Background: an optimization exercise with open tools, aiming at small area, a short achievable clock period and few clock cycles per item. Do not read the settings as production practice.
RTL that was checked went through simulation tests only; none was proved equivalent to the original.
For runs 6 and 7, only the layout was checked, not whether the RTL still works.
Power and IR drop assume default switching activity.

===== flow/design.v =====
module npu (
    input  wire        clk,
    input  wire        rst,
    input  wire        req_valid,
    output wire        req_ready,
    input  wire [7:0]  req_op,
    input  wire [63:0] req_idx,
    input  wire [63:0] req_src,
    output wire        rsp_valid,
    input  wire        rsp_ready,
    output wire [63:0] rsp_dst,
    output wire        rsp_err
);
    reg        valid;
    reg [63:0] dst_r;
    reg        err_r;
    wire load = !valid || rsp_ready;
    assign req_ready = !rst && load;
    assign rsp_valid = !rst && valid;
    wire        err = |req_op[7:1];
    wire [63:0] perm;
    npu_simd u_perm (.src(req_src), .idx(req_idx), .dst(perm));
    always @(posedge clk) begin
        if (rst)
            valid <= 1'b0;
        else if (load)
            valid <= req_valid;
        if (load) begin
            dst_r <= err ? 64'd0 : perm;
            err_r <= err;
        end
    end
    assign rsp_dst = dst_r;
    assign rsp_err = err_r;
endmodule
module npu_simd (
    input  wire [63:0] src,
    input  wire [63:0] idx,
    output reg  [63:0] dst
);
    integer i;
    always @(*) begin
        for (i = 0; i < 16; i = i + 1)
            dst[4*i +: 4] = src[4*idx[4*i +: 4] +: 4];
    end
endmodule

===== flow/run.sh =====
#!/bin/bash
# synth_recipe.tcl (not shown) runs the flow's synth.tcl, then flattens the netlist and writes it again
# the make line also repeats each setting of config.mk as NAME=value (left out here)
make -C /OpenROAD-flow-scripts/flow DESIGN_CONFIG=/design/flow/config.mk WORK_HOME=/design/flow/orfs CLKGATE_MAP_FILE= SYNTH_SCRIPT=/design/flow/synth_recipe.tcl finish

===== flow/config.mk =====
export PLATFORM = sky130hd
export DESIGN_NAME = npu
export DESIGN_NICKNAME = npu
export VERILOG_FILES = /design/flow/design.v
export SDC_FILE = /design/flow/constraint.sdc
export NUM_CORES = 4
export LEC_CHECK = 0
export CAP_MARGIN = 20
export CORE_MARGIN = 2
export CORE_UTILIZATION = 40
export SLEW_MARGIN = 20

===== flow/constraint.sdc =====
create_clock -name core_clock -period 6.0 [get_ports {clk}]
set_input_delay 1.2000 -clock core_clock [delete_from_list [all_inputs] [get_ports {clk}]]
set_output_delay 1.2000 -clock core_clock [all_outputs]
set_load 0.01 [all_outputs]

==> results.tsv, run 1 <==
metric	value	unit
status	complete, no violations	
wl	38500	um
timing.final.crit_period	3.60	ns
endpoint_kind	output pin	
finClkSkew	0.0139	ns
die_h	165	um
path_cells	clkdlybuf4s50_1 > nor2b_1 > nor2_1 > clkdlybuf4s50_1	
syn_avg_cell_area	14.5	um2
ys_async_sr_fraction	0	%
synthesis.nets	858	
ys_types	19	
cellPowerDensity	148	nW/um2
synth_edf_count	65	
synth_area_leaders	mux4_2 56%, edfxtp_1 19%, mux2_2 6.5%	
cts_root_buf	clkbuf_16	
timing.rr.start	valid$_SDFFE_PP0P_	
htree_levels	3	
hold_viol_final	0	
ys_seq_area_share	19.0	%
setup.worst_path.class	input pin to output pin	
setup_slack	2.40	ns
drv_cap	0	
layout-drive-gt1-share	41.6	%
io_pins	207	
cts_tree	yes	
regArea	1970	um2
post-synth-top-area-cell	mux4_2	
grt_max_degree	66	
grt_pass1_wl	56100	um
die_x	165	um
wl_per_cell	33.9	um
vdd_drop_max	0.0916	mV
vias	8550	
synth_fa_ha_area_share	0	%
numCtsBuffers	9	
place_ws	1.98	ns
drcViolationCount	0	
cp_slowest_cell	clkdlybuf4s50_1	
synth_top_family_by_area	multiplexers	
synthMuxAreaShare	68.6	%
drtAntennaViolNets	0	
cts_hold_buf	0	
grt_use_total	28.6	%
grt_pass1_vias	8695	
synth_compound_area_share	5.92	%
slew_violations	0	
synth_xor_xnor_area_share	0	%
netlist_instances	718	
min_path_type	flop to flop	
clockBufferDepth	2	
timing.hold.ws	0.644	ns
dpl.hpwl	25900	um
reg2reg_slack	4.40	ns
worstMarginPinSlew	1.06	ns
crit_arrival	2.40	ns
setup_viol	0	
slowest_delay	0.49	ns
power_leakage	4.10	nW
crit_fanout	3	
multi_input_area	7800	um2
crit_start	rsp_ready	
rsz0062_at_grt	no	
r2r-end	dst_r[8]$_SDFFCE_PP0P_	
vias_per_cell	7.52	
syn_area	10400	um2
fin_tns_setup	0	ns
post-cts-setup-buffer-count	0	
worst-r2r-cell-count	3	
ys_ff_latch	66	
fin_nets	942	
synth-simple-area-share	0.638	%
synth_top_cell_area_share	55.9	%
overflow	0	
clk_latency	0.35	ns
gp_congestion	0.900	
dieArea	27300	um2
path_common_cell	clkdlybuf4s50_1	
fin_crit_sh	60.0	%
post_cts_resized	0	
clock-sinks	66	
syn2layout_area_growth	20.6	%
rows	58	
antenna_found_initial	2	
synth_flop_cell	edfxtp_1	
start_util	41.0	%
clkSlewWorstSetupHoldPaths	0.06	ns
start_kind	input pin	
dr.pass1.iters	5	
core	25300	um2
slew_headroom	29.2	%
drtIter0Drc	1038	
yosysMostFrequentCell	mux4_2	
n_fill_cell	2161	
worst_ep_required_time	4.80	ns
port_buffers	205	
crit_end	req_ready	
synth_common_cells	258 x mux4_2, 73 x clkbuf_1, 65 x edfxtp_1	
max_freq	278	MHz
yosysWarningCount	2	
cell usage in the layout (no fill, tap or decap), types with 2 or more instances in the layout:
| cell type | instances |
|---|---|
| a211oi_1 | 2 |
| a21oi_1 | 60 |
| and2_1 | 4 |
| buf_4 | 4 |
| clkbuf_1 | 2 |
| clkbuf_16 | 9 |
| clkdlybuf4s50_1 | 204 |
| clkinv_1 | 2 |
| edfxtp_1 | 65 |
| mux2_2 | 60 |
| mux2i_1 | 61 |
| mux4_2 | 258 |
| nor2_1 | 3 |
| nor2b_1 | 3 |
| o21ai_0 | 60 |
metrics by stage:
step | power [mW] | cell area, um2 | utilization (%) | cells
final | 1.85 | 12500 | 49.5 | 1137
after global routing | 1.91 | 12500 | 49.5 | 1137
after CTS | 1.85 | 12500 | 49.5 | 1136
after detailed placement | 1.36 | 12300 | 48.5 | 1121
after global placement | 1.33 | 12300 | 48.5 | 1121
after floorplan | 1.07 | 10400 | - | 718
cell families (layout without fill, tap and decap cells):
kind of cell,Yosys count,after routing
muxes,380,380
buffers and inverters,138,226
AOI/OAI and AO/OA,122,122
DFF,66,66
and+or+nand+nor,12,12
other,0,1
how the worst min path moves through the flow:
stage,from,endpoint,slack (ns),depth (start not counted)
6_report,valid$_SDFFE_PP0P_,valid$_SDFFE_PP0P_,0.64,3
5_1_grt,valid$_SDFFE_PP0P_,valid$_SDFFE_PP0P_,0.69,3
4_1_cts,valid$_SDFFE_PP0P_,valid$_SDFFE_PP0P_,0.64,3
3_5_place_dp,valid$_SDFFE_PP0P_,valid$_SDFFE_PP0P_,0.63,3
3_3_place_gp,valid$_SDFFE_PP0P_,valid$_SDFFE_PP0P_,0.61,3
2_1_floorplan,valid$_SDFFE_PP0P_,valid$_SDFFE_PP0P_,0.58,3
per-layer routing:
| layer | GRT usage [%] | part of all wire [%] | wire (um) |
|---|---|---|---|
| met1 | 38.1 | 36 | 13900 |
| met2 | 45.8 | 49 | 18800 |
| met3 | 6.22 | 12 | 4640 |
| met4 | 11.7 | 3.1 | 1210 |
| met5 | 0 | 0.034 | 13 |
state kept, by name, summed over array words and instances (netlist names):
signal,flops
dst_r,64
err_r,1
valid,1
area by class of cell:
type | count | area share, %
diodes | 1 | 0.0200
clock buffers | 11 | 1.86
clock inverters | 4 | 0.160
inverters | 2 | 0.0599
multi-input cells | 514 | 62.3
flip-flops and latches | 66 | 15.7
well taps | 330 | 3.30
repair buffers | 209 | 16.6
report_power, final:
group          leakage, nW  internal, mW  switching, mW
logic                 3.23         0.459          0.372
clock network        0.120         0.274          0.213
registers            0.758         0.525        0.00571
total                 4.10          1.26          0.591
worst max-delay path: cells and delay by family:
| family | cells | cell delay, ns |
|---|---|---|
| buf+inv | 2 | 0.90 |
| simple gates | 2 | 0.30 |
Testbench counts, summed over its fixed seeds: cycles 10,682, items 8,000.
==> run 2: changes to the inputs <==
--- a/flow/design.v
+++ b/flow/design.v
@@ -19,16 +19,17 @@
     assign rsp_valid = !rst && valid;
     wire        err = |req_op[7:1];
     wire [63:0] perm;
+    wire hold = !load;
+    wire en = load && !err;
     npu_simd u_perm (.src(req_src), .idx(req_idx), .dst(perm));
     always @(posedge clk) begin
         if (rst)
             valid <= 1'b0;
         else if (load)
             valid <= req_valid;
-        if (load) begin
-            dst_r <= err ? 64'd0 : perm;
+        dst_r <= (dst_r & {64{hold}}) | (perm & {64{en}});
+        if (load)
             err_r <= err;
-        end
     end
     assign rsp_dst = dst_r;
     assign rsp_err = err_r;
==> run 2 against run 1 <==
Worst hold slack got worse by 0.17 ns. Die area fell by 4.6%. Power fell by 6.4%. Global-route usage fell by 3.2 points. Synthesized cell count fell by 16%. Routed wire length fell by 16%. Highest routed layer is now met4.
==> results.tsv, run 2 <==
metric	value	unit
status	complete, no violations	
drtAntennaViolNets	0	
cellPowerDensity	146	nW/um2
die_h	161	um
fin_nets	818	
regArea	1330	um2
gp_congestion	0.944	
netlist_instances	602	
ys_seq_area_share	13.4	%
yosysMostFrequentCell	mux4_2	
largest_register_ffs	64	
slew_violations	0	
cts_tree	yes	
post_cts_resized	0	
fin_tns_setup	0	ns
synth_top_cell_area_share	72.1	%
start_kind	input pin	
drtIter0Drc	604	
grt_use_total	25.4	%
grt_pass1_vias	7723	
grt_max_degree	67	
clk_latency	0.35	ns
synth_edf_count	1	
crit_arrival	2.37	ns
ys_async_sr_fraction	0	%
dpl.hpwl	25100	um
post-synth-top-area-cell	mux4_2	
worst_ep_required_time	4.80	ns
syn_avg_cell_area	16.5	um2
die_x	161	um
clockBufferDepth	2	
fin_crit_sh	59.5	%
n_fill_cell	2016	
clock-sinks	66	
wl_per_cell	32.3	um
path_common_cell	clkdlybuf4s50_1	
worst-r2r-cell-count	5	
cts_root_buf	clkbuf_16	
power_leakage	3.72	nW
final_cell_mix	317 x mux4_2, 198 x clkdlybuf4s50_1, 65 x dfxtp_1	
multi_input_area	7840	um2
synth_common_cells	317 x mux4_2, 88 x clkbuf_1, 65 x dfxtp_1	
timing.final.crit_period	3.57	ns
layout-drive-gt1-share	50.2	%
hp-start	dst_r[33]$_DFF_P_	
top_register	dst_r	
stdcell_area	11900	um2
grt_pass1_wl	49800	um
r2r-end	dst_r[37]$_DFF_P_	
worstMarginPinSlew	1.08	ns
synthesis.nets	742	
endpoint_kind	output pin	
cts_hold_buf	0	
synth_area_leaders	mux4_2 72%, dfxtp_1 13%, a22o_1 5.7%	
min_path_cells	1	
max_freq	280	MHz
wl	32500	um
timing.rr.start	valid$_SDFFE_PP0P_	
drv_cap	0	
clkSlewWorstSetupHoldPaths	0.05	ns
reg2reg_slack	3.99	ns
syn_area	9900	um2
critical_path_buf_inv_count	2	
path_cells	clkdlybuf4s50_1 > nor2b_4 > nor2_1 > clkdlybuf4s50_1	
vdd_drop_max	0.132	mV
holdPathEnd	dst_r[33]$_DFF_P_	
overflow	0	
crit_fanout	2	
hold_viol_final	0	
rsz0062_at_grt	no	
final_common_cell	mux4_2	
synth_flop_cell	dfxtp_1	
htree_levels	3	
dpl-instance-area	11600	um2
min_path_type	flop to flop	
dr.pass1.iters	5	
antenna_found_initial	0	
rows	57	
drcViolationCount	0	
port_buffers	205	
cp_slowest_cell	clkdlybuf4s50_1	
reg.largest.list	dst_r x64, err_r x1, valid x1	
setup.worst_path.class	input pin to output pin	
slowest_delay	0.54	ns
cpLargestDelayFamily	buffers and inverters	
numCtsBuffers	9	
setup_viol	0	
ys_ff_latch	66	
vias	7503	
yosysWarningCount	2	
vias_per_cell	7.45	
io_pins	207	
finClkSkew	0.00726	ns
start_util	40.7	%
core	24300	um2
slew_headroom	28.0	%
syn2layout_area_growth	20.1	%
post-cts-setup-buffer-count	0	
diodes	0	
dieArea	26000	um2
ys_types	17	
## run 2: how the worst max path moves through the flow
stage / endpoint / cells past startpoint / start
floorplan: req_ready / 4 / rsp_ready
global placement: dst_r[41]$_DFF_P_ / 4 / req_idx[42]
detailed placement: dst_r[51]$_DFF_P_ / 4 / req_idx[50]
CTS: req_ready / 4 / rsp_ready
global route: dst_r[63]$_DFF_P_ / 4 / req_idx[62]
finish: req_ready / 4 / rsp_ready
## run 2: worst register-to-register path, delay by kind of cell (launching register included)
kind / cells / cell delay, ns
buffers and inverters: 2 / 0.74
AND/OR/NAND/NOR: 2 / 0.53
AO/OA/AOI/OAI: 1 / 0.31
flip-flops: 1 / 0.32
## run 2: stage by stage
step / setup slack [ns] / total power, mW / util (%) / instances / hold slack, ns
5_1_grt: 2.35 / 1.80 / 48.9 / 1007 / 0.489
4_1_cts: 2.43 / 1.74 / 49.0 / 1006 / 0.480
3_3_place_gp: 2.17 / 1.21 / 47.8 / 990 / 0.461
6_report: 2.43 / 1.73 / 48.9 / 1007 / 0.473
3_5_place_dp: 2.10 / 1.24 / 47.8 / 990 / 0.467
2_1_floorplan: 2.73 / 0.997 / - / 602 / 0.522
## run 2: layer usage
metal	GRT usage, %	up-vias	routed length, um
met1	35.1	3986	11800
li1	-	2922	-
met4	5.40	0	499
met5	0	-	0
met3	4.78	31	3720
met2	42.4	564	16500
## run 2: cell families (layout without fill, tap and decap cells)
group	count (synthesis)	after routing	share of synthesized area (%)
DFF	66	66	13.4
and+or+nand+nor	9	9	0.455
AOI/OAI and AO/OA	64	64	5.66
muxes	320	320	72.9
buffers and inverters	143	224	7.56
## run 2: power by group
group | leakage, nW | internal [mW] | total, mW | switching [mW]
clock network | 0.131 | 0.289 | 0.502 | 0.213
registers | 0.532 | 0.442 | 0.443 | 0.00131
logic | 3.05 | 0.452 | 0.786 | 0.334
## run 2: area by class of cell
class | instances | area share, %
Tap cell | 324 | 3.41
Multi-Input combinational cell | 393 | 65.9
Inverter | 1 | 0.0316
Clock buffer | 11 | 2.04
Sequential cell | 66 | 11.2
Clock inverter | 5 | 0.253
Timing Repair Buffer | 207 | 17.2
Testbench counts of run 2, summed over its fixed seeds: cycles 10,682, items 8,000.
==> run 3: changes to the inputs <==
==> flow/flow/run.sh (new file) <==
#!/bin/bash
# Standard ORFS layout, with the port buffers made from the smallest buffer.
set -euo pipefail
export BUFFER_PORTS_ARGS="-buffer_cell sky130_fd_sc_hd__buf_1"
bash standard.sh > standard.log 2>&1
==> flow/standard.sh (new file) <==
#!/bin/bash
# synth_recipe.tcl (not shown) runs the flow's synth.tcl, then flattens the netlist and writes it again
# the make line also repeats each setting of config.mk as NAME=value (left out here)
make -C /OpenROAD-flow-scripts/flow DESIGN_CONFIG=/design/flow/config.mk WORK_HOME=/design/flow/orfs CLKGATE_MAP_FILE= SYNTH_SCRIPT=/design/flow/synth_recipe.tcl "${@:-finish}"
--- a/flow/config.mk
+++ b/flow/config.mk
@@ -8,4 +8,5 @@
 export CAP_MARGIN = 20
 export CORE_MARGIN = 2
 export CORE_UTILIZATION = 40
+export SETUP_SLACK_MARGIN = 3.0
 export SLEW_MARGIN = 20
removed: flow/run.sh
==> run 3 against run 2 <==
Still clean on timing, DRC and antenna. Sequential cell count unchanged. Clock skew up 0.0011 ns. Register-to-register slack better by 0.27 ns. Power down 3.4%. Non-clock buffer count up 6. Die area unchanged. Largest power group unchanged.
==> results.tsv, run 3 <==
metric	value	unit
reg.largest.list	dst_r x64, err_r x1, valid x1	
hp-start	dst_r[31]$_DFF_P_	
synth_area_leaders	mux4_2 72%, dfxtp_1 13%, a22o_1 5.7%	
yosysMostFrequentCell	mux4_2	
crit_arrival	1.79	ns
setup_viol	0	
drv_cap	0	
die_h	161	um
synth_fa_ha_area_share	0	%
slew_violations	0	
power_leakage	3.33	nW
synth_top_family_by_area	multiplexers	
synth_xor_xnor_area_share	0	%
drcViolationCount	0	
min_path_type	flop to flop	
start_kind	input pin	
numCtsBuffers	9	
worst-r2r-cell-count	6	
yosysWarningCount	2	
r2r-end	dst_r[46]$_DFF_P_	
synth_edf_count	1	
fin_nets	824	
clkSlewWorstSetupHoldPaths	0.05	ns
worst_ep_required_time	4.80	ns
min_path_cells	1	
drtAntennaViolNets	0	
grt_pass1_wl	49900	um
ys_types	17	
fin_tns_setup	0	ns
vias	7678	
grt_use_total	25.3	%
gp_congestion	0.866	
synthMuxAreaShare	72.9	%
multi_input_area	7830	um2
io_pins	207	
finClkSkew	0.00837	ns
wl_per_cell	32.0	um
stdcell_area	10900	um2
vdd_drop_max	0.134	mV
start_util	40.7	%
synth-simple-area-share	0.455	%
synth_top_cell_area_share	72.1	%
dieArea	26000	um2
ys_ff_latch	66	
holdPathEnd	dst_r[31]$_DFF_P_	
dpl.hpwl	24700	um
worstMarginPinSlew	0.951	ns
largest_register_ffs	64	
antenna_found_initial	0	
cts_tree	yes	
utilization	44.7	%
setup.worst_path.class	input pin to output pin	
dpl-instance-area	10400	um2
syn2layout_area_growth	9.77	%
synthesis.nets	742	
overflow	0	
cellPowerDensity	154	nW/um2
drtIter0Drc	1185	
netlist_instances	602	
endpoint_kind	output pin	
synth_flop_cell	dfxtp_1	
ys_async_sr_fraction	0	%
rows	57	
crit_fanout	17	
core	24300	um2
status	complete, no violations	
grt_pass1_vias	7862	
hold_viol_final	0	
timing.final.crit_period	2.99	ns
clk_latency	0.35	ns
ys_seq_area_share	13.4	%
rsz0062_at_grt	yes	
wl	32500	um
max_freq	334	MHz
n_fill_cell	2125	
die_x	161	um
clockBufferDepth	2	
crit_start	rsp_ready	
final_common_cell	mux4_2	
totalPowerFinal	1.67	mW
synth_common_cells	317 x mux4_2, 88 x clkbuf_1, 65 x dfxtp_1	
timing.rr.start	valid$_SDFFE_PP0P_	
synth_compound_area_share	5.66	%
layout-drive-gt1-share	53.4	%
syn_avg_cell_area	16.5	um2
slew_headroom	36.6	%
vias_per_cell	7.56	
regArea	1330	um2
final_cell_mix	317 x mux4_2, 177 x buf_1, 65 x dfxtp_1	
reg2reg_slack	4.26	ns
fin_crit_sh	49.9	%
port_buffers	205	
dr.pass1.iters	5	
top_register	dst_r	
syn_area	9900	um2
grt_max_degree	68	
cts_root_buf	clkbuf_16	
post-synth-top-area-cell	mux4_2	
clock-sinks	66	
htree_levels	3	
## run 3: cell counts after synthesis
No cell type changed its count.
## run 3: metal layers
metal / up-vias / GRT usage (%) / wire (um)
li1: 2938 / - / -
met1: 4004 / 33.3 / 11100
met2: 672 / 41.2 / 16500
met3: 64 / 7.47 / 4170
met4: 0 / 7.26 / 786
met5: - / 0 / 0
## run 3: logic make-up (layout without fill, tap and decap cells)
family                 count (synthesis)  after routing
AOI/OAI and AO/OA                     64             64
buffers and inverters                143            230
DFF                                   66             66
muxes                                320            320
other                                  0              3
and+or+nand+nor                        9              9
## run 3: how the worst max path moves through the flow
stage,endpoint,slack [ns],cells past startpoint
after global routing,req_ready,2.97,5
final,req_ready,3.01,5
after detailed placement,dst_r[29]$_DFF_P_,2.40,4
after CTS,req_ready,2.85,5
after floorplan,req_ready,3.05,4
after global placement,dst_r[38]$_DFF_P_,2.46,4
## run 3: metrics by stage
step | hold WS (ns) | instances | setup slack (ns)
detailed placement | 0.465 | 993 | 2.40
CTS | 0.478 | 1009 | 2.85
global route | 0.498 | 1013 | 2.97
floorplan | 0.522 | 602 | 3.05
global placement | 0.461 | 992 | 2.46
finish | 0.477 | 1016 | 3.01
## run 3: what timing repair did
action                                  4_1_cts  5_1_grt
pin swaps                                     0        0
endpoints found under the setup margin       37       13
resized for setup                            31       20
cloned                                        0        2
buffers inserted                              0        1
hold buffers                                  0        0
## run 3: worst max-delay path, cell delays in order
cell and delay [ns]:
buf_1 0.10, nor2b_4 0.14, buf_12 0.18, nor2_1 0.05
buf_1 0.12
## run 3: area by class of cell
type	count	area share, %
antenna	3	0.0691
clock buffer	11	2.23
clock inverter	5	0.276
inverter	1	0.0345
multi-input combinational	393	72.1
sequential	66	12.2
tap	324	3.73
timing repair buffer	213	9.36
## run 3: power by group
group	leakage, nW	switching, mW	total (mW)	internal [mW]
sequential	0.532	0.00137	0.443	0.442
clock	0.131	0.210	0.498	0.289
combinational	2.67	0.331	0.730	0.400
total	3.33	0.542	1.67	1.13
==> run 4: changes to the inputs <==
--- a/flow/config.mk
+++ b/flow/config.mk
@@ -8,5 +8,5 @@
 export CAP_MARGIN = 20
 export CORE_MARGIN = 2
 export CORE_UTILIZATION = 40
-export SETUP_SLACK_MARGIN = 3.0
+export SETUP_SLACK_MARGIN = 3.5
 export SLEW_MARGIN = 20
==> run 4 against run 3 <==
Final area grew 4.0%. Maximum frequency up 4.2%. Global-route usage is 0.68 points higher. Clock-buffer cell count unchanged. Register-to-register slack lost 0.13 ns. Worst setup slack better by 0.12 ns. Critical endpoint unchanged. Largest cell class unchanged.
==> results.tsv, run 4 <==
metric	value	unit
clkSlewWorstSetupHoldPaths	0.06	ns
swShare	32.4	%
drtIter0Drc	1004	
slew_violations	0	
wl	33900	um
grt_max_degree	65	
port_buffers	205	
min_path_cells	1	
setup_viol	0	
synthesis.nets	742	
synth_flop_cell	dfxtp_1	
cellPowerDensity	151	nW/um2
start_kind	input pin	
syn_area	9900	um2
dp_cells	998	
crit_arrival	1.67	ns
overflow	0	
yosysWarningCount	2	
p_clk_share	29.0	%
grt_pass1_vias	7984	
yosysMostFrequentCell	mux4_2	
start_util	40.7	%
hold_viol_final	0	
slew_headroom	63.3	%
setup.worst_path.class	input pin to output pin	
totalPowerFinal	1.71	mW
ys_ff_latch	66	
dpl.hpwl	24300	um
die_h	161	um
min_path_type	flop to flop	
ys_seq_area_share	13.4	%
grt_pass1_wl	50800	um
worstMarginPinSlew	0.550	ns
worst_ep_required_time	4.80	ns
synth_common_cells	317 x mux4_2, 88 x clkbuf_1, 65 x dfxtp_1	
htree_levels	3	
status	complete, no violations	
grt_use_total	26.0	%
numCtsBuffers	9	
fin_tns_setup	0	ns
drcViolationCount	0	
die_x	161	um
p_int	1.15	mW
synth_area_leaders	mux4_2 72%, dfxtp_1 13%, a22o_1 5.7%	
worst-r2r-cell-count	8	
final_cell_mix	320 x mux4_2, 107 x buf_1, 65 x dfxtp_1	
clockBufferDepth	2	
reg.largest.list	dst_r x64, err_r x1, valid x1	
ys_async_sr_fraction	0	%
dieArea	26000	um2
vdd_drop_max	0.138	mV
crit_fanout	2	
clk_latency	0.35	ns
syn2layout_area_growth	14.2	%
seqPwrFrac	25.9	%
cts_tree	yes	
power_switching	0.554	mW
synth_edf_count	1	
ys_types	17	
netlist_instances	602	
power_leakage	3.71	nW
gp_congestion	0.862	
instances_no_fill	1034	
cts_root_buf	clkbuf_16	
p_comb_share	45.1	%
top_register	dst_r	
core	24300	um2
multi_input_area	7840	um2
timing.final.crit_period	2.87	ns
finClkSkew	0.00973	ns
endpoint_kind	output pin	
vias_per_cell	7.51	
io_pins	207	
antenna_found_initial	1	
synth_top_cell_area_share	72.1	%
drtAntennaViolNets	0	
regArea	1330	um2
fin_crit_sh	47.9	%
clock-sinks	66	
drv_cap	0	
rows	57	
n_fill_cell	2106	
wl_per_cell	32.8	um
fin_nets	843	
max_freq	348	MHz
syn_avg_cell_area	16.5	um2
rsz0062_at_grt	yes	
vias	7769	
final_common_cell	mux4_2	
largest_register_ffs	64	
dr.pass1.iters	5	
layout-drive-gt1-share	65.4	%
post-synth-top-area-cell	mux4_2	
[run 4: cell counts after synthesis]
No cell type changed its count.
[run 4: final timing paths]
kind                            from                 to  slack [ns]
setup reg to reg  valid$_SDFFE_PP0P_  dst_r[62]$_DFF_P_        4.13
hold / removal     dst_r[53]$_DFF_P_  dst_r[53]$_DFF_P_        0.47
hold reg to reg    dst_r[53]$_DFF_P_  dst_r[53]$_DFF_P_        0.47
setup / recovery           rsp_ready          req_ready        3.13
[run 4: cell families after synthesis]
group / count (synthesis) / share of synthesized area, %
AND/OR/NAND/NOR: 9 / 0.455
AO/OA/AOI/OAI: 64 / 5.66
multiplexers: 320 / 72.9
buffers and inverters: 143 / 7.56
flip-flops: 66 / 13.4
[run 4: stage by stage]
step | instance area (um2) | setup WS, ns | hold WS, ns | utilization [%]
after floorplan | 10500 | 3.16 | 0.522 | -
after global placement | 10400 | 2.45 | 0.464 | 42.8
after detailed placement | 10400 | 2.44 | 0.466 | 42.8
after CTS | 11000 | 3.13 | 0.479 | 45.4
after global routing | 11300 | 3.10 | 0.482 | 46.5
final | 11300 | 3.13 | 0.474 | 46.5
[run 4: routing by layer]
layer  global-route usage [%]  part of all wire [%]  up-vias
met4                     7.87                   2.1        0
li1                         -                     -     2979
met2                     42.7                    51      635
met1                     34.7                    35     4097
met5                        0                     0        -
met3                     6.06                    13       58
[run 4: cell type report]
| cell class | instances | share of cell area [%] |
|---|---|---|
| multi-input combinational | 393 | 69.3 |
| timing repair buffer | 232 | 12.9 |
| sequential | 66 | 11.8 |
| tap | 324 | 3.59 |
| clock buffer | 11 | 2.06 |
| clock inverter | 5 | 0.277 |
| antenna | 2 | 0.0443 |
| inverter | 1 | 0.0332 |
[run 4: power groups by stage]
stage / clock network (mW) / registers (mW) / logic (mW)
floorplan: 0 / 0.453 / 0.590
global placement: 0 / 0.453 / 0.688
detailed placement: 0 / 0.453 / 0.716
CTS: 0.503 / 0.443 / 0.742
global route: 0.524 / 0.443 / 0.806
finish: 0.495 / 0.443 / 0.770
[run 4: timing repair]
| item | 4_1_cts | 5_1_grt |
|---|---|---|
| hold buffers | 0 | 0 |
| setup endpoints to repair | 66 | 57 |
| cloned | 2 | 4 |
| pin swaps | 0 | 0 |
| buffers inserted | 2 | 10 |
| gates resized for setup | 191 | 50 |
[run 4: worst max-delay path, stage by stage]
cell and delay, ns:
buf_6 0.09, nor2b_4 0.13, buf_12 0.11, nor2_4 0.03, buf_6 0.11
==> run 5: changes to the inputs <==
--- a/flow/config.mk
+++ b/flow/config.mk
@@ -8,5 +8,4 @@
 export CAP_MARGIN = 20
 export CORE_MARGIN = 2
 export CORE_UTILIZATION = 40
-export SETUP_SLACK_MARGIN = 3.5
 export SLEW_MARGIN = 20
==> run 5 against run 4 <==
Critical path depth is 1 lower. Sequential cell count unchanged. Clock skew increased by 0.0022 ns. Cell count fell by 1.8%. Clock power up 12%. Utilization fell by 2.3 points. Critical path type unchanged. Largest cell class unchanged.
==> results.tsv, run 5 <==
metric	value	unit
status	complete, no violations	
final_common_cell	mux4_2	
netlist_instances	602	
ys_async_sr_fraction	0	%
drtAntennaViolNets	0	
slew_violations	0	
cpLargestDelayFamily	simple AND/OR/NAND/NOR gates	
vias	7716	
path_cells	buf_1 > nor2b_4 > nor2_1 > buf_1	
grt_use_met3	7.29	%
synth_edf_count	1	
crit_start	rsp_ready	
top_register	dst_r	
dpl.hpwl	25000	um
timing.final.crit_period	3.22	ns
yosysWarningCount	2	
synth_top_family_by_area	multiplexers	
start_kind	input pin	
antenna_found_initial	2	
min_path_cells	1	
grt_pass1_vias	7849	
htree_levels	3	
synth_area_leaders	mux4_2 72%, dfxtp_1 13%, a22o_1 5.7%	
use_met2	41.8	%
holdPathEnd	dst_r[16]$_DFF_P_	
synth-simple-area-share	0.455	%
core	24300	um2
critical_path_buf_inv_count	2	
cp_slowest_cell	nor2b_4	
swShare	31.4	%
cts_tree	yes	
dr.pass1.iters	5	
synth_fa_ha_area_share	0	%
worst-r2r-cell-count	5	
worstMarginPinSlew	1.13	ns
cts_root_buf	clkbuf_16	
slowest_delay	0.50	ns
grt_pass1_wl	50100	um
worst_ep_required_time	4.80	ns
ys_ff_latch	66	
synth_common_cells	317 x mux4_2, 88 x clkbuf_1, 65 x dfxtp_1	
ys_types	17	
post_cts_resized	0	
wl_per_cell	31.6	um
synth_compound_area_share	5.66	%
post-cts-setup-buffer-count	0	
start_util	40.7	%
grt_use_total	25.3	%
syn_avg_cell_area	16.5	um2
yosysMostFrequentCell	mux4_2	
grtUsageMet1	32.6	%
vdd_drop_max	0.137	mV
fin_crit_sh	53.7	%
clkSlewWorstSetupHoldPaths	0.05	ns
vias_per_cell	7.60	
synthMuxAreaShare	72.9	%
rsz0062_at_grt	no	
fin_tns_setup	0	ns
cellPowerDensity	160	nW/um2
power_leakage	3.28	nW
dpl-instance-area	10400	um2
synth_top_cell_area_share	72.1	%
cts_hold_buf	0	
reg.largest.list	dst_r x64, err_r x1, valid x1	
hold_viol_final	0	
max_freq	310	MHz
crit_arrival	2.02	ns
timing.rr.start	valid$_SDFFE_PP0P_	
min_path_type	flop to flop	
p_clk_share	32.1	%
clock-sinks	66	
layout-drive-gt1-share	51.6	%
synthesis.nets	742	
drv_cap	0	
seqPwrFrac	25.8	%
rows	57	
final_cell_mix	317 x mux4_2, 191 x buf_1, 65 x dfxtp_1	
setup_viol	0	
dieArea	26000	um2
wl	32100	um
power_switching	0.540	mW
drtIter0Drc	967	
finClkSkew	0.0119	ns
crit_fanout	24	
p_int	1.18	mW
clk_latency	0.35	ns
reg2reg_slack	4.03	ns
overflow	0	
hp-start	dst_r[16]$_DFF_P_	
port_buffers	205	
syn2layout_area_growth	8.59	%
synth_flop_cell	dfxtp_1	
die_h	161	um
p_comb_share	42.1	%
clockBufferDepth	2	
slew_headroom	24.7	%
endpoint_kind	output pin	
die_x	161	um
fin_nets	823	
largest_register_ffs	64	
synth_xor_xnor_area_share	0	%
r2r-end	dst_r[46]$_DFF_P_	
ys_seq_area_share	13.4	%
gp_congestion	0.884	
syn_area	9900	um2
path_common_cell	buf_1	
numCtsBuffers	9	
drcViolationCount	0	
setup.worst_path.class	input pin to output pin	
grt.busiest_layer	met2	
io_pins	207	
stdcell_area	10800	um2
post-synth-top-area-cell	mux4_2	
grt_max_degree	45	
critical_path_depth	4	
run 5: cell counts after synthesis:
No cell type changed its count.
run 5: worst max-delay path by stage:
stage                        endpoint
finish                      req_ready
global route                req_ready
CTS                 dst_r[62]$_DFF_P_
detailed placement  dst_r[29]$_DFF_P_
global placement    dst_r[45]$_DFF_P_
floorplan                   req_ready
run 5: per-layer routing:
metal  up-vias  wire [um]  part of all wire, %
met5         -          0                    0
met4         0        692                  2.2
met3        61       4070                   13
met2       665      16400                   51
met1      4044      10900                   34
li1       2946          -                    -
run 5: power by group through the flow:
stage	Sequential (mW)	Clock, mW	Combinational (mW)
2_1_floorplan	0.453	0	0.543
3_3_place_gp	0.453	0	0.682
3_5_place_dp	0.453	0	0.713
4_1_cts	0.443	0.560	0.715
5_1_grt	0.443	0.582	0.764
6_report	0.443	0.552	0.724
run 5: logic make-up (layout without fill, tap and decap cells):
| group | count (synthesis) | in the layout |
|---|---|---|
| mux | 320 | 320 |
| buf+inv | 143 | 229 |
| flops | 66 | 66 |
| compound gates | 64 | 64 |
| simple gates | 9 | 9 |
| other cells | 0 | 3 |
run 5: area by class of cell:
type	instances	area [um2]
antenna	3	7.51
clock buffer	12	256
clock inverter	4	50.0
fill	2189	13600
inverter	1	3.75
multi-input combinational	393	7830
sequential	66	1330
tap	324	405
timing repair buffer	212	867
run 5: through the flow:
step	setup slack, ns	hold WS (ns)	total power [mW]	std cells	utilization [%]
after detailed placement	2.35	0.465	1.17	994	42.8
after global placement	2.46	0.460	1.13	992	42.6
after global routing	2.66	0.490	1.79	1013	44.2
after CTS	2.71	0.480	1.72	1010	44.0
final	2.78	0.479	1.72	1015	44.2
after floorplan	2.73	0.522	0.997	602	-
run 5: worst register-to-register path, stage by stage, from the launching register on:
cell and delay [ns]:
dfxtp_1 0.33, nor2b_4 0.53, inv_1 0.13, and3_2 0.38, buf_12 0.26, a22o_1 0.23
==> run 6: changes to the inputs <==
--- a/flow/design.v
+++ b/flow/design.v
@@ -15,8 +15,8 @@
     reg [63:0] dst_r;
     reg        err_r;
     wire load = !valid || rsp_ready;
-    assign req_ready = !rst && load;
-    assign rsp_valid = !rst && valid;
+    assign req_ready = load;
+    assign rsp_valid = valid;
     wire        err = |req_op[7:1];
     wire [63:0] perm;
     wire hold = !load;
--- a/flow/config.mk
+++ b/flow/config.mk
@@ -8,4 +8,5 @@
 export CAP_MARGIN = 20
 export CORE_MARGIN = 2
 export CORE_UTILIZATION = 40
+export SETUP_SLACK_MARGIN = 3.2
 export SLEW_MARGIN = 20
==> run 6 against run 5 <==
Non-clock buffer count did not move. Sequential power barely moved. Clock-buffer cell count fell by 2. Maximum frequency rose by 12%. Critical path depth rose by 1. Register-to-register slack improved by 0.39 ns. Sequential cell count did not move. Utilization rose by 0.77 points. Final area rose by 2.0%. Power rose by 2.7%.
==> results.tsv, run 6 <==
metric	value	unit
dr.pass1.iters	5	
start_util	40.7	%
ys_seq_area_share	13.4	%
endpoint_kind	output pin	
numCtsBuffers	9	
worst_ep_required_time	4.80	ns
syn_area	9940	um2
cts_tree	yes	
max_freq	347	MHz
drtAntennaViolNets	0	
core	24400	um2
min_path_type	flop to flop	
rsz0062_at_grt	yes	
io_pins	207	
grt_pass1_vias	7801	
drv_cap	0	
layout-drive-gt1-share	53.8	%
worstMarginPinSlew	0.829	ns
clk_latency	0.35	ns
fin_tns_setup	0	ns
grt_max_degree	65	
finClkSkew	0.0105	ns
timing.rr.start	valid$_SDFFE_PP0P_	
wl_per_cell	32.1	um
cp_slowest_cell	nor2b_4	
synth_common_cells	311 x mux4_2, 93 x clkbuf_1, 65 x dfxtp_1	
clkSlewWorstSetupHoldPaths	0.05	ns
utilization	45.0	%
dpl.hpwl	24700	um
slowest_delay	0.13	ns
grt_use_total	25.6	%
cpLargestDelayFamily	buffers and inverters	
stdcell_area	11000	um2
vias_per_cell	7.54	
hp-start	dst_r[53]$_DFF_P_	
die_x	162	um
reg2reg_slack	4.42	ns
cts_root_buf	clkbuf_16	
netlist_instances	600	
drtIter0Drc	1001	
clock-sinks	66	
top_register	dst_r	
worst-r2r-cell-count	5	
final_cell_mix	311 x mux4_2, 173 x buf_1, 65 x dfxtp_1	
vdd_drop_max	0.127	mV
htree_levels	3	
dieArea	26100	um2
clockBufferDepth	2	
slew_headroom	44.8	%
power_leakage	3.40	nW
post-synth-top-area-cell	mux4_2	
antenna_found_initial	3	
synth_edf_count	1	
hold_viol_final	0	
min_path_cells	1	
status	complete, no violations	
crit_fanout	3	
yosysMostFrequentCell	mux4_2	
holdPathEnd	dst_r[53]$_DFF_P_	
ys_async_sr_fraction	0	%
ys_ff_latch	66	
reg.largest.list	dst_r x64, err_r x1, valid x1	
syn_avg_cell_area	16.6	um2
synth_flop_cell	dfxtp_1	
timing.final.crit_period	2.88	ns
gp_congestion	0.892	
rows	57	
dp_cells	990	
drcViolationCount	0	
crit_arrival	1.68	ns
overflow	0	
syn2layout_area_growth	10.4	%
dpl-instance-area	10400	um2
slew_violations	0	
r2r-end	dst_r[50]$_DFF_P_	
cellPowerDensity	161	nW/um2
critical_path_buf_inv_count	4	
ys_types	18	
instances_no_fill	1013	
largest_register_ffs	64	
start_kind	input pin	
port_buffers	205	
synth_area_leaders	mux4_2 70%, dfxtp_1 13%, a22o_1 5.6%	
grt_pass1_wl	50100	um
fin_nets	821	
fin_crit_sh	48.0	%
cts_hold_buf	0	
setup.worst_path.class	input pin to output pin	
yosysWarningCount	2	
path_common_cell	buf_6	
vias	7634	
final_common_cell	mux4_2	
die_h	162	um
synth_top_cell_area_share	70.5	%
path_cells	buf_6 > nor2b_4 > buf_12 > inv_6 > buf_6	
synthesis.nets	740	
wl	32500	um
setup_viol	0	
-- run 6: cell types whose count changed after synthesis, sizes merged --
cell    previous run  this run
nor2b              2         1
clkbuf            88        93
nor2               3         2
buf               54        49
-- run 6: logic make-up (layout without fill, tap and decap cells) --
logic type,count (synthesis),in the layout,share of synthesized area (%)
muxes,320,320,72.9
buffers and inverters,143,229,7.76
DFF,66,66,13.4
AOI/OAI and AO/OA,64,64,5.64
and+or+nand+nor,7,7,0.353
other,0,3,0
-- run 6: what timing repair did --
item / in CTS / in global routing
resized for setup: 82 / 17
setup endpoints to repair: 65 / 10
buffers inserted: 1 / 1
cloned: 2 / 0
-- run 6: layout make-up --
cell class,instances,area (um2)
Sequential cell,66,1330
Tap cell,324,405
Clock buffer,10,239
Inverter,1,8.76
Fill cell,2206,13400
Multi-Input combinational cell,391,7850
Timing Repair Buffer,212,1040
Antenna cell,3,7.51
Clock inverter,6,90.1
-- run 6: where the power goes --
| part | leakage (nW) | switching (mW) | internal (mW) |
|---|---|---|---|
| Clock | 0.159 | 0.214 | 0.376 |
| Combinational | 2.71 | 0.330 | 0.402 |
| Sequential | 0.532 | 0.00135 | 0.442 |
-- run 6: metrics by stage --
step / power [mW] / hold WS (ns) / setup WS, ns
CTS: 1.77 / 0.480 / 3.00
global placement: 1.13 / 0.461 / 2.44
detailed placement: 1.16 / 0.464 / 2.33
finish: 1.76 / 0.476 / 3.12
floorplan: 0.998 / 0.522 / 3.22
global route: 1.83 / 0.501 / 3.10
-- run 6: worst max-delay path by stage --
stage | startpoint | cells after the start | end
after CTS | rsp_ready | 5 | req_ready
after global placement | req_idx[50] | 4 | dst_r[51]$_DFF_P_
final | rsp_ready | 5 | req_ready
after floorplan | req_idx[10] | 5 | dst_r[10]$_DFF_P_
after detailed placement | req_idx[34] | 4 | dst_r[33]$_DFF_P_
after global routing | rsp_ready | 5 | req_ready
-- run 6: layer usage --
metal  GRT usage [%]  wire length, um  vias to the layer above
met5               0                7                        -
met4            5.95              686                        2
met3            9.22             4190                       64
met2            42.8            16500                      617
met1            32.0            11100                     4011
li1                -                -                     2940
-- run 6: worst register-to-register path: stages (launching register included) --
cell and delay (ns):
dfxtp_1 0.31, nor2b_4 0.13, buf_12 0.12, inv_6 0.05
and3_4 0.65, a22o_1 0.27
==> run 7: changes to the inputs <==
--- a/flow/config.mk
+++ b/flow/config.mk
@@ -8,5 +8,5 @@
 export CAP_MARGIN = 20
 export CORE_MARGIN = 2
 export CORE_UTILIZATION = 40
-export SETUP_SLACK_MARGIN = 3.2
+export SETUP_SLACK_MARGIN = 3.4
 export SLEW_MARGIN = 20
==> run 7 against run 6 <==
Still clean. First-iteration DRC count grew 24%. Sequential cell count is the same. Die area is the same. Worst hold slack gained 0.0026 ns. Worst setup slack gained 0.010 ns. Combinational power grew 1%. Utilization is essentially flat.
==> results.tsv, run 7 <==
metric	value	unit
rsz0062_at_grt	yes	
worstMarginPinSlew	0.858	ns
ys_seq_area_share	13.4	%
fin_tns_setup	0	ns
swShare	30.2	%
synth_common_cells	311 x mux4_2, 93 x clkbuf_1, 65 x dfxtp_1	
grt_pass1_wl	50400	um
die_h	162	um
top_register	dst_r	
ys_async_sr_fraction	0	%
gp_congestion	0.871	
dpl.hpwl	24500	um
largest_register_ffs	64	
ys_ff_latch	66	
io_pins	207	
crit_arrival	1.67	ns
drtIter0Drc	1237	
clockBufferDepth	2	
n_fill_cell	2133	
vias_per_cell	7.55	
rows	57	
synth_area_leaders	mux4_2 70%, dfxtp_1 13%, a22o_1 5.6%	
clk_latency	0.34	ns
wl_per_cell	32.0	um
slew_headroom	42.8	%
cts_tree	yes	
htree_levels	3	
regArea	1330	um2
synth_edf_count	1	
vias	7678	
fin_crit_sh	47.8	%
worst-r2r-cell-count	6	
status	complete, no violations	
min_path_type	flop to flop	
synthesis.nets	740	
start_util	40.7	%
utilization	45.0	%
highest_layer	met4	
min_path_cells	1	
timing.final.crit_period	2.87	ns
fin_nets	823	
ys_types	18	
syn_area	9940	um2
clock-sinks	66	
drtAntennaViolNets	0	
dpl-instance-area	10400	um2
grt_pass1_vias	7921	
slew_violations	0	
drv_cap	0	
vdd_drop_max	0.132	mV
finClkSkew	0.00873	ns
hold_viol_final	0	
drcViolationCount	0	
dieArea	26100	um2
wl_met3	3760	um
wl	32600	um
p_int	1.25	mW
setup_viol	0	
reg.largest.list	dst_r x64, err_r x1, valid x1	
start_kind	input pin	
dr.pass1.iters	5	
grt_max_degree	65	
max_freq	348	MHz
drt-met1-wl	11500	um
worst_ep_required_time	4.80	ns
die_x	162	um
seqPwrFrac	24.7	%
syn_avg_cell_area	16.6	um2
grt_use_total	25.5	%
layout-drive-gt1-share	57.8	%
multi_input_area	7820	um2
antenna_found_initial	4	
overflow	0	
totalPowerFinal	1.80	mW
setup.worst_path.class	input pin to output pin	
p_clk_share	34.2	%
cellPowerDensity	164	nW/um2
synth_flop_cell	dfxtp_1	
port_buffers	205	
p_comb_share	41.1	%
syn2layout_area_growth	10.4	%
wl_met2	16400	um
stdcell_area	11000	um2
clkSlewWorstSetupHoldPaths	0.05	ns
yosysMostFrequentCell	mux4_2	
instances_no_fill	1017	
post-synth-top-area-cell	mux4_2	
yosysWarningCount	2	
synth_top_cell_area_share	70.5	%
numCtsBuffers	9	
endpoint_kind	output pin	
final_common_cell	mux4_2	
netlist_instances	600	
core	24400	um2
dp_cells	990	
power_leakage	3.45	nW
cts_root_buf	clkbuf_16	
final_cell_mix	318 x mux4_2, 153 x buf_1, 65 x dfxtp_1	
power_switching	0.542	mW
crit_fanout	2	
-- run 7: changes by cell type in the layout (fill, tap and decap cells not counted), moves of 2 or more --
cell             previous run  this run
buf_1                     173       153
clkbuf_2                    0        17
clkdlybuf4s15_2            15         0
buf_4                       4        18
mux4_1                      9         2
mux4_2                    311       318
clkbuf_4                    5         9
buf_6                       2         4
diode_2                     3         5
-- run 7: worst paths after layout --
| path | to | start | slack, ns |
|---|---|---|---|
| setup / recovery | req_ready | rsp_ready | 3.13 |
| hold / removal | dst_r[23]$_DFF_P_ | dst_r[23]$_DFF_P_ | 0.48 |
| setup reg to reg | dst_r[49]$_DFF_P_ | valid$_SDFFE_PP0P_ | 4.31 |
| hold reg to reg | dst_r[23]$_DFF_P_ | dst_r[23]$_DFF_P_ | 0.48 |
-- run 7: cells by family (layout without fill, tap and decap cells) --
logic type / count (synthesis) / count (layout) / share of synthesized area (%)
AO/OA/AOI/OAI: 64 / 64 / 5.64
buffers and inverters: 143 / 231 / 7.76
flip-flops: 66 / 66 / 13.4
multiplexers: 320 / 320 / 72.9
other: 0 / 5 / 0
AND/OR/NAND/NOR: 7 / 7 / 0.353
-- run 7: area by class of cell --
type	count	share of cell area (%)
multi-input cells	391	71.3
flip-flops and latches	66	12.1
clock inverters	7	1.07
well taps	324	3.69
diodes	5	0.114
clock buffers	9	2.05
inverters	1	0.0798
repair buffers	214	9.59
-- run 7: critical path, stage by stage --
cell and delay (ns):
buf_6 0.09, nor2b_4 0.13, buf_12 0.12, inv_6 0.03
buf_6 0.10
-- run 7: repair_timing --
action,4_1_cts,5_1_grt
setup buffers,3,1
setup endpoints to repair,65,26
gates resized for setup,136,30
endpoints found under the hold margin,0,0
cloned,2,0
hold buffers,0,0
-- run 7: metrics by stage --
| stage | hold slack [ns] | setup slack [ns] |
|---|---|---|
| 6_report | 0.478 | 3.13 |
| 5_1_grt | 0.504 | 3.11 |
| 4_1_cts | 0.480 | 3.13 |
| 3_5_place_dp | 0.465 | 2.40 |
| 3_3_place_gp | 0.461 | 2.49 |
| 2_1_floorplan | 0.522 | 3.32 |
-- run 7: power by group through the flow --
stage               Sequential, mW  Clock (mW)  Combinational (mW)
finish                       0.443       0.615               0.739
global route                 0.443       0.643               0.775
CTS                          0.443       0.624               0.726
detailed placement           0.453           0               0.712
global placement             0.453           0               0.685
floorplan                    0.454           0               0.568
-- run 7: layer usage --
layer | GRT usage [%] | vias up
met5 | 0 | -
met4 | 6.68 | 0
met3 | 6.93 | 72
met2 | 42.6 | 643
met1 | 33.2 | 4027
li1 | - | 2936
==> run 8: changes to the inputs <==
--- a/flow/design.v
+++ b/flow/design.v
@@ -12,10 +12,11 @@
     output wire        rsp_err
 );
     reg        valid;
+    reg        empty;    
     reg [63:0] dst_r;
     reg        err_r;
     wire load = !valid || rsp_ready;
-    assign req_ready = load;
+    assign req_ready = empty || rsp_ready;
     assign rsp_valid = valid;
     wire        err = |req_op[7:1];
     wire [63:0] perm;
@@ -23,10 +24,13 @@
     wire en = load && !err;
     npu_simd u_perm (.src(req_src), .idx(req_idx), .dst(perm));
     always @(posedge clk) begin
-        if (rst)
+        if (rst) begin
             valid <= 1'b0;
-        else if (load)
+            empty <= 1'b1;
+        end else if (load) begin
             valid <= req_valid;
+            empty <= !req_valid;
+        end
         dst_r <= (dst_r & {64{hold}}) | (perm & {64{en}});
         if (load)
             err_r <= err;
--- a/flow/config.mk
+++ b/flow/config.mk
@@ -8,5 +8,5 @@
 export CAP_MARGIN = 20
 export CORE_MARGIN = 2
 export CORE_UTILIZATION = 40
-export SETUP_SLACK_MARGIN = 3.4
+export SETUP_SLACK_MARGIN = 3.3
 export SLEW_MARGIN = 20
==> run 8 against run 7 <==
Routed wire length decreased by 1.2%. Global-route usage shrank 0.43 points. Area after synthesis shrank 0.21%. Critical path depth fell by 2. First-iteration DRC count shrank 18%. Largest cell class unchanged. Clock-buffer cell count rose by 2. Worst hold slack lost 0.0036 ns. Sequential cell count up 1. Utilization shrank 0.52 points. Sequential power up 2%. Worst setup slack better by 0.044 ns.
==> results.tsv, run 8 <==
metric	value	unit
status	complete, no violations	
cp_slowest_cell	or2_4	
start_util	40.8	%
regArea	1350	um2
crit_fanout	2	
slowest_delay	0.22	ns
ys_ff_latch	67	
cts_root_buf	clkbuf_16	
synth_top_cell_area_share	72.2	%
rsz0062_at_grt	yes	
slew_headroom	42.6	%
final_common_cell	mux4_2	
p_comb_share	43.0	%
highest_layer	met4	
post-synth-top-area-cell	mux4_2	
endpoint_kind	output pin	
grt_pass1_wl	49900	um
layout-drive-gt1-share	54.8	%
syn2layout_area_growth	9.07	%
timing.final.crit_period	2.83	ns
swShare	31.9	%
syn_avg_cell_area	16.4	um2
clockBufferDepth	2	
core	24300	um2
dpl.hpwl	24800	um
port_buffers	205	
cts_tree	yes	
overflow	0	
grt_pass1_vias	7863	
p_clk_share	30.4	%
htree_levels	3	
instances_no_fill	1017	
seqPwrFrac	26.7	%
wl	32200	um
dr.pass1.iters	5	
vias	7693	
grt_max_degree	68	
yosysWarningCount	2	
place_ws	2.38	ns
synthesis.nets	743	
synth_area_leaders	mux4_2 72%, dfxtp_1 13%, a22o_1 5.7%	
dp_cells	997	
setup_viol	0	
worst_ep_required_time	4.80	ns
max_freq	354	MHz
gp_congestion	0.907	
start_kind	input pin	
cellPowerDensity	156	nW/um2
fin_crit_sh	47.1	%
ys_seq_area_share	13.6	%
ys_types	19	
power_leakage	3.33	nW
largest_register_ffs	64	
wl_met3	3790	um
fin_tns_setup	0	ns
min_path_type	flop to flop	
multi_input_area	7830	um2
syn_area	9920	um2
synth_edf_count	1	
finClkSkew	0.00807	ns
ys_async_sr_fraction	0	%
drtIter0Drc	1018	
die_h	161	um
slew_violations	0	
vias_per_cell	7.56	
dieArea	26100	um2
vdd_drop_max	0.135	mV
numCtsBuffers	9	
crit_arrival	1.63	ns
clkSlewWorstSetupHoldPaths	0.06	ns
top_register	dst_r	
fin_nets	825	
grt_use_total	25.1	%
hold_viol_final	0	
worstMarginPinSlew	0.861	ns
n_fill_cell	2132	
power_switching	0.539	mW
yosysMostFrequentCell	mux4_2	
drcViolationCount	0	
p_int	1.15	mW
die_x	161	um
synth_common_cells	318 x mux4_2, 91 x clkbuf_1, 66 x dfxtp_1	
netlist_instances	603	
drtAntennaViolNets	0	
drt-met1-wl	11200	um
io_pins	207	
drv_cap	0	
synth_flop_cell	dfxtp_1	
setup.worst_path.class	input pin to output pin	
antenna_found_initial	2	
path_cells	buf_8 > or2_4 > buf_6	
rows	57	
clock-sinks	67	
final_cell_mix	320 x mux4_2, 174 x buf_1, 66 x dfxtp_1	
wl_met2	16500	um
setup_slack	3.17	ns
wl_per_cell	31.6	um
cts_hold_buf	0	
clk_latency	0.35	ns
==> run 8: final timing paths <==
path | startpoint | to | slack, ns | cells after the start
setup / recovery | rsp_ready | req_ready | 3.17 | 3
hold / removal | empty$_SDFFE_PP1P_ | empty$_SDFFE_PP1P_ | 0.47 | 1
setup reg to reg | valid$_SDFFE_PP0P_ | dst_r[45]$_DFF_P_ | 4.16 | 5
hold reg to reg | empty$_SDFFE_PP1P_ | empty$_SDFFE_PP1P_ | 0.47 | 1
==> run 8: area by class of cell <==
cell class	instances	share of cell area [%]
well taps	324	3.75
multi-input cells	393	72.4
clock buffers	11	2.34
inverters	1	0.0347
diodes	3	0.0694
clock inverters	5	0.335
flip-flops and latches	67	12.5
repair buffers	213	8.57
==> run 8: critical path, delay by kind of cell <==
family	cells	cell delay [ns]
buffers and inverters	2	0.21
AND/OR/NAND/NOR	1	0.22
==> run 8: kinds of logic after synthesis <==
group,share of synthesized area (%)
multiplexers,72.7
buffers and inverters,7.47
flip-flops,13.6
AO/OA/AOI/OAI,5.74
AND/OR/NAND/NOR,0.416
==> run 8: routing by layer <==
layer	track usage, %	vias up
met5	0	-
met4	7.10	0
met3	6.65	50
met2	41.7	637
met1	32.6	4065
li1	-	2941
==> run 8: what timing repair did <==
item                       CTS  global route
resized for setup           96            31
setup endpoints to repair   65            65
pin swaps                    1             1
setup buffers                1             0
==> run 8: power by group through the flow <==
stage / registers, mW / logic, mW / clock network, mW
3_5_place_dp: 0.460 / 0.716 / 0
2_1_floorplan: 0.461 / 0.565 / 0
5_1_grt: 0.451 / 0.764 / 0.542
4_1_cts: 0.450 / 0.721 / 0.523
3_3_place_gp: 0.460 / 0.688 / 0
6_report: 0.451 / 0.726 / 0.513
==> run 8: through the flow <==
step | hold WS [ns] | util (%) | cell area, um2 | total power [mW]
finish | 0.475 | 44.5 | 10800 | 1.69
global route | 0.493 | 44.5 | 10800 | 1.76
global placement | 0.434 | 42.8 | 10400 | 1.15
floorplan | 0.427 | - | 10200 | 1.03
CTS | 0.478 | 44.5 | 10800 | 1.69
detailed placement | 0.456 | 42.8 | 10400 | 1.18
Testbench counts of run 8, summed over its fixed seeds: cycles 10,682, items 8,000.
==> run 9: changes to the inputs <==
--- a/flow/config.mk
+++ b/flow/config.mk
@@ -8,5 +8,6 @@
 export CAP_MARGIN = 20
 export CORE_MARGIN = 2
 export CORE_UTILIZATION = 40
+export CTS_BUF_LIST = sky130_fd_sc_hd__clkbuf_8
 export SETUP_SLACK_MARGIN = 3.3
 export SLEW_MARGIN = 20
==> run 9 against run 8 <==
Critical endpoint unchanged. Via count increased by 0.51%. Largest power group unchanged. First-iteration DRC count increased by 9.6%. Sequential share of layout area increased by 0.081 points. Register-to-register slack about the same. Still clean.
==> results.tsv, run 9 <==
metric	value	unit
syn2layout_area_growth	8.37	%
swShare	34.1	%
cts_tree	yes	
yosysWarningCount	2	
slew_violations	0	
grt_max_degree	68	
vias	7732	
grt_pass1_wl	49700	um
status	complete, no violations	
fin_nets	825	
p_clk_share	24.0	%
final_cell_mix	320 x mux4_2, 177 x buf_1, 66 x dfxtp_1	
clkSlewWorstSetupHoldPaths	0.08	ns
netlist_instances	603	
largest_register_ffs	64	
wl	32300	um
synth_common_cells	318 x mux4_2, 91 x clkbuf_1, 66 x dfxtp_1	
io_pins	207	
synthesis.nets	743	
stdcell_area	10700	um2
max_freq	354	MHz
setup_slack	3.17	ns
power_leakage	3.28	nW
synth_edf_count	1	
htree_levels	3	
overflow	0	
cts_hold_buf	0	
crit_arrival	1.63	ns
min_path_type	flop to flop	
drtAntennaViolNets	0	
die_x	161	um
path_cells	buf_8 > or2_4 > buf_6	
fin_crit_sh	47.1	%
crit_fanout	2	
critical_path_buf_inv_count	2	
grt_pass1_vias	7779	
power_switching	0.528	mW
clock-sinks	67	
numCtsBuffers	9	
cp_slowest_cell	or2_4	
grt_use_total	25.0	%
yosysMostFrequentCell	mux4_2	
ys_async_sr_fraction	0	%
wl_per_cell	31.8	um
cts_root_buf	clkbuf_8	
ys_ff_latch	67	
dieArea	26100	um2
fin_tns_setup	0	ns
dpl-instance-area	10400	um2
drcViolationCount	0	
die_h	161	um
p_comb_share	47.0	%
clk_latency	0.40	ns
timing.final.crit_period	2.83	ns
gp_congestion	0.907	
ys_types	19	
drv_cap	0	
port_buffers	205	
start_util	40.8	%
worst_ep_required_time	4.80	ns
syn_area	9920	um2
layout-drive-gt1-share	54.3	%
rsz0062_at_grt	yes	
synth_flop_cell	dfxtp_1	
post-synth-top-area-cell	mux4_2	
cellPowerDensity	144	nW/um2
slew_headroom	42.4	%
endpoint_kind	output pin	
cpLargestDelayFamily	simple AND/OR/NAND/NOR gates	
setup.worst_path.class	input pin to output pin	
slowest_delay	0.22	ns
dr.pass1.iters	7	
ys_seq_area_share	13.6	%
start_kind	input pin	
n_fill_cell	2144	
dpl.hpwl	24800	um
syn_avg_cell_area	16.4	um2
antenna_found_initial	1	
rows	57	
drtIter0Drc	1116	
final_common_cell	mux4_2	
top_register	dst_r	
synth_top_cell_area_share	72.2	%
vdd_drop_max	0.0990	mV
finClkSkew	0.0126	ns
synth_area_leaders	mux4_2 72%, dfxtp_1 13%, a22o_1 5.7%	
seqPwrFrac	29.1	%
p_int	1.02	mW
clockBufferDepth	2	
setup_viol	0	
hold_viol_final	0	
core	24300	um2
vias_per_cell	7.61	
place_ws	2.38	ns
worstMarginPinSlew	0.864	ns
==> run 9: cell count changes in the layout (fill, tap and decap cells not counted) <==
cell	delta
clkbuf_2	-3
buf_1	+3
clkbuf_16	-9
buf_2	-5
buf_6	-1
clkbuf_4	-1
clkbuf_8	+9
buf_4	-2
diode_2	-1
clkdlybuf4s15_2	+5
clkdlybuf4s18_2	+4
==> run 9: power by group through the flow <==
| stage | Sequential (mW) | Clock [mW] | Combinational (mW) |
|---|---|---|---|
| 2_1_floorplan | 0.461 | 0 | 0.565 |
| 3_3_place_gp | 0.460 | 0 | 0.688 |
| 3_5_place_dp | 0.460 | 0 | 0.716 |
| 4_1_cts | 0.450 | 0.381 | 0.722 |
| 5_1_grt | 0.450 | 0.399 | 0.764 |
| 6_report | 0.450 | 0.371 | 0.728 |
==> run 9: path summary, 6_finish.rpt <==
kind | slack (ns) | endpoint | depth (start not counted) | from
worst min register to register | 0.48 | empty$_SDFFE_PP1P_ | 1 | empty$_SDFFE_PP1P_
worst min-delay path | 0.48 | empty$_SDFFE_PP1P_ | 1 | empty$_SDFFE_PP1P_
worst max register to register | 4.16 | dst_r[45]$_DFF_P_ | 5 | valid$_SDFFE_PP0P_
worst max-delay path | 3.17 | req_ready | 3 | rsp_ready
==> run 9: kinds of logic after synthesis <==
group | synth area share, %
AOI/OAI and AO/OA | 5.74
buffers and inverters | 7.47
DFF | 13.6
muxes | 72.7
and+or+nand+nor | 0.416
==> run 9: routing by layer <==
layer / global-route usage [%] / vias to the layer above / routed length [um]
li1: - / 2941 / -
met5: 0 / - / 0
met3: 6.47 / 46 / 3700
met1: 32.7 / 4125 / 11500
met4: 7.02 / 0 / 728
met2: 41.5 / 620 / 16400
==> run 9: cell type report <==
cell class,instances,area (um2),area share [%]
antenna,2,5.00,0.0466
clock buffer,11,151,1.41
clock inverter,5,36.3,0.338
inverter,1,3.75,0.0349
multi-input combinational,393,7830,72.9
sequential,67,1350,12.6
tap,324,405,3.77
timing repair buffer,213,961,8.94
==> run 9: metrics by stage <==
step                hold slack, ns  power [mW]  std cells  utilization [%]
floorplan                    0.427        1.03        603                -
global placement             0.434        1.15        997             42.8
detailed placement           0.456        1.18        997             42.8
CTS                          0.484        1.55       1014             44.2
global route                 0.499        1.61       1015             44.2
finish                       0.480        1.55       1016             44.2
==> run 9: worst register-to-register path: cells and delay by family (launching register included) <==
kind	cells	cell delay, ns
flip-flops	1	0.33
buffers and inverters	2	0.56
AND/OR/NAND/NOR	2	0.52
AO/OA/AOI/OAI	1	0.32
==> run 9: repair_timing <==
item | CTS | global route
setup endpoints to repair | 65 | 25
buffers inserted | 1 | 0
pin swaps | 1 | 1
gates cloned | 0 | 0
gates resized for setup | 85 | 18
==> run 10: changes to the inputs <==
==> flow/flow/run.sh (replaced) <==
#!/bin/bash
# The standard layout (standard.sh), with these changes after synthesis:
#  - the port buffers are made from the smallest buffer;
#  - the delay cells are not used, so that timing repair sizes buffers up
#    to real buffers rather than to delay cells of the same footprint;
#  - clock tree synthesis uses clkbuf_8 and inserts no dummy loads.
set -euo pipefail
bash standard.sh synth > synth.log 2>&1
export BUFFER_PORTS_ARGS="-buffer_cell sky130_fd_sc_hd__buf_1"
export DONT_USE_CELLS="sky130_fd_sc_hd__clkdlybuf4s15_1 sky130_fd_sc_hd__clkdlybuf4s15_2 sky130_fd_sc_hd__clkdlybuf4s18_1 sky130_fd_sc_hd__clkdlybuf4s18_2 sky130_fd_sc_hd__clkdlybuf4s25_1 sky130_fd_sc_hd__clkdlybuf4s25_2 sky130_fd_sc_hd__clkdlybuf4s50_1 sky130_fd_sc_hd__clkdlybuf4s50_2 sky130_fd_sc_hd__dlygate4sd1_1 sky130_fd_sc_hd__dlygate4sd2_1 sky130_fd_sc_hd__dlygate4sd3_1 sky130_fd_sc_hd__dlymetal6s2s_1 sky130_fd_sc_hd__dlymetal6s4s_1 sky130_fd_sc_hd__dlymetal6s6s_1"
export CTS_ARGS="-sink_clustering_enable -repair_clock_nets -buf_list sky130_fd_sc_hd__clkbuf_8 -dont_use_dummy_load"
bash standard.sh > standard.log 2>&1
--- a/flow/config.mk
+++ b/flow/config.mk
@@ -8,6 +8,5 @@
 export CAP_MARGIN = 20
 export CORE_MARGIN = 2
 export CORE_UTILIZATION = 40
-export CTS_BUF_LIST = sky130_fd_sc_hd__clkbuf_8
-export SETUP_SLACK_MARGIN = 3.3
+export SETUP_SLACK_MARGIN = 3.1
 export SLEW_MARGIN = 20
==> run 10 against run 9 <==
Still clean on timing, DRC and antenna. Synthesized cell count stayed put. Register-to-register slack worse by 0.21 ns. Clock power is about 20% lower. Cell count is 0.89% lower. Largest power group unchanged. Critical endpoint unchanged. Highest routed layer unchanged. Clock skew is 0.013 ns higher. Power is 5.1% lower.
==> results.tsv, run 10 <==
metric	value	unit
max_freq	348	MHz
hold_viol_final	0	
endpoint_kind	output pin	
clkSlewWorstSetupHoldPaths	0.05	ns
power_leakage	3.25	nW
vias_per_cell	7.43	
ys_ff_latch	67	
clk_latency	0.38	ns
worst_ep_required_time	4.80	ns
dpl-instance-area	10400	um2
fin_tns_setup	0	ns
worstMarginPinSlew	0.897	ns
ys_seq_area_share	13.6	%
drtAntennaViolNets	0	
port_buffers	205	
slew_headroom	40.2	%
dieArea	26100	um2
vias	7478	
io_pins	207	
synth_edf_count	1	
largest_register_ffs	64	
crit_fanout	2	
synth_flop_cell	dfxtp_1	
grt_max_degree	68	
drtIter0Drc	726	
fin_nets	821	
rows	57	
ys_async_sr_fraction	0	%
grt_pass1_vias	7752	
vdd_drop_max	0.0886	mV
final_cell_mix	318 x mux4_2, 174 x buf_1, 66 x dfxtp_1	
yosysWarningCount	2	
timing.final.crit_period	2.87	ns
setup_viol	0	
cts_tree	yes	
top_register	dst_r	
yosysMostFrequentCell	mux4_2	
final_common_cell	mux4_2	
core	24300	um2
die_x	161	um
htree_levels	3	
drv_cap	0	
numCtsBuffers	9	
post-synth-top-area-cell	mux4_2	
highest_layer	met4	
drt-met1-wl	11000	um
rsz0062_at_grt	no	
overflow	0	
ys_types	19	
status	complete, no violations	
syn_area	9920	um2
clockBufferDepth	2	
clock-sinks	67	
gp_congestion	0.826	
syn_avg_cell_area	16.4	um2
dpl.hpwl	24700	um
cellPowerDensity	137	nW/um2
drcViolationCount	0	
wl_met2	16400	um
finClkSkew	0.0252	ns
min_path_type	flop to flop	
wl	32000	um
fin_crit_sh	47.8	%
crit_arrival	1.67	ns
dr.pass1.iters	5	
slew_violations	0	
antenna_found_initial	4	
post-cts-setup-buffer-count	0	
start_util	40.8	%
wl_per_cell	31.7	um
grt_pass1_wl	49600	um
syn2layout_area_growth	8.04	%
layout-drive-gt1-share	53.8	%
setup.worst_path.class	input pin to output pin	
die_h	161	um
dp_cells	994	
wl_met3	3640	um
synth_area_leaders	mux4_2 72%, dfxtp_1 13%, a22o_1 5.7%	
stdcell_area	10700	um2
start_kind	input pin	
synthesis.nets	743	
synth_common_cells	318 x mux4_2, 91 x clkbuf_1, 66 x dfxtp_1	
grt_use_total	25.1	%
cts_root_buf	clkbuf_8	
netlist_instances	603	
synth_top_cell_area_share	72.2	%
instances_no_fill	1007	
==> run 10: cell types whose count changed in the layout (fill, tap and decap cells not counted), sizes merged <==
cell,change
clkbuf,-5
clkdlybuf4s15,+15
inv,-1
clkdlybuf4s18,-4
diode,+2
clkinv,-4
buf,-12
==> run 10: power by group <==
part,internal [mW],switching [mW]
registers,0.449,0.00160
logic,0.398,0.324
clock network,0.133,0.164
total,0.980,0.490
==> run 10: path summary, 6_finish.rpt <==
kind | from | to | slack (ns) | depth (start not counted)
hold / removal | dst_r[40]$_DFF_P_ | dst_r[40]$_DFF_P_ | 0.47 | 1
hold reg to reg | dst_r[40]$_DFF_P_ | dst_r[40]$_DFF_P_ | 0.47 | 1
setup / recovery | rsp_ready | req_ready | 3.13 | 3
setup reg to reg | valid$_SDFFE_PP0P_ | dst_r[58]$_DFF_P_ | 3.95 | 6
==> run 10: cell families (layout without fill, tap and decap cells) <==
| group | count (synthesis) | count (layout) | synth area share, % |
|---|---|---|---|
| multiplexers | 320 | 320 | 72.7 |
| AND/OR/NAND/NOR | 8 | 8 | 0.416 |
| other | 0 | 4 | 0 |
| buffers and inverters | 143 | 219 | 7.47 |
| flip-flops | 67 | 67 | 13.6 |
| AO/OA/AOI/OAI | 65 | 65 | 5.74 |
==> run 10: layout make-up <==
type	count	area, um2
Antenna cell	4	10.0
Sequential cell	67	1350
Inverter	1	3.75
Tap cell	324	405
Clock buffer	9	124
Multi-Input combinational cell	393	7840
Timing Repair Buffer	209	983
Fill cell	2127	13600
==> run 10: timing repair <==
action / in CTS / in global routing
hold buffers: 0 / 0
endpoints found under the setup margin: 57 / 19
resized for setup: 55 / 13
==> run 10: metrics by stage <==
stage                     hold WS [ns]  total power, mW  setup slack [ns]  utilization, %
after floorplan                  0.427             1.00              3.16               -
after global placement           0.435             1.14              2.43            42.7
after detailed placement         0.465             1.17              2.38            42.7
after CTS                        0.482             1.47              3.11            44.1
after global routing             0.491             1.53              3.10            44.1
final                            0.475             1.47              3.13            44.1
==> run 10: metal layers <==
metal	GRT usage, %	vias to the layer above
met5	0	-
met4	8.36	0
met3	8.12	59
met2	41.7	526
met1	31.3	3963
li1	-	2930
==> run 10: critical path, stage by stage <==
cell,delay (ns)
buf_1,0.11
or2_4,0.24
buf_6,0.12

[port drivers added, routing unchanged]
How much do the figures lean on ideal ports? The routed layouts below were timed once more, with nothing changed but the port constraints.
Step 1: set_driving_cell puts a clkbuf_16 on clk and a buf_2 on each other input, an assumption about the parent block.
Step 2 times the ports against the registers' clock, not the clock port: input delays grow and output delays shrink by t, the midpoint of the rising clock arrivals with the driver on.
Three values: no drivers, after step 1, after step 2; two values: the first two.
| run | t (ns) | setup slack, ns |
|---|---|---|
| run 1 | 0.396 | 2.402 / 2.379 / 2.203 |
| run 2 | 0.390 | 2.432 / 2.401 / 2.125 |
| run 3 | 0.388 | 3.007 / 2.984 / 2.635 |
| run 4 | 0.396 | 3.126 / 3.093 / 3.093 |
| run 5 | 0.390 | 2.778 / 2.750 / 2.533 |
| run 6 | 0.391 | 3.119 / 3.087 / 2.863 |
| run 7 | 0.387 | 3.129 / 3.098 / 3.012 |
| run 8 | 0.386 | 3.174 / 3.127 / 2.940 |
| run 9 | 0.421 | 3.174 / 3.127 / 2.903 |
| run 10 | 0.407 | 3.130 / 3.110 / 2.784 |
After both steps setup and hold are still met in every run listed.
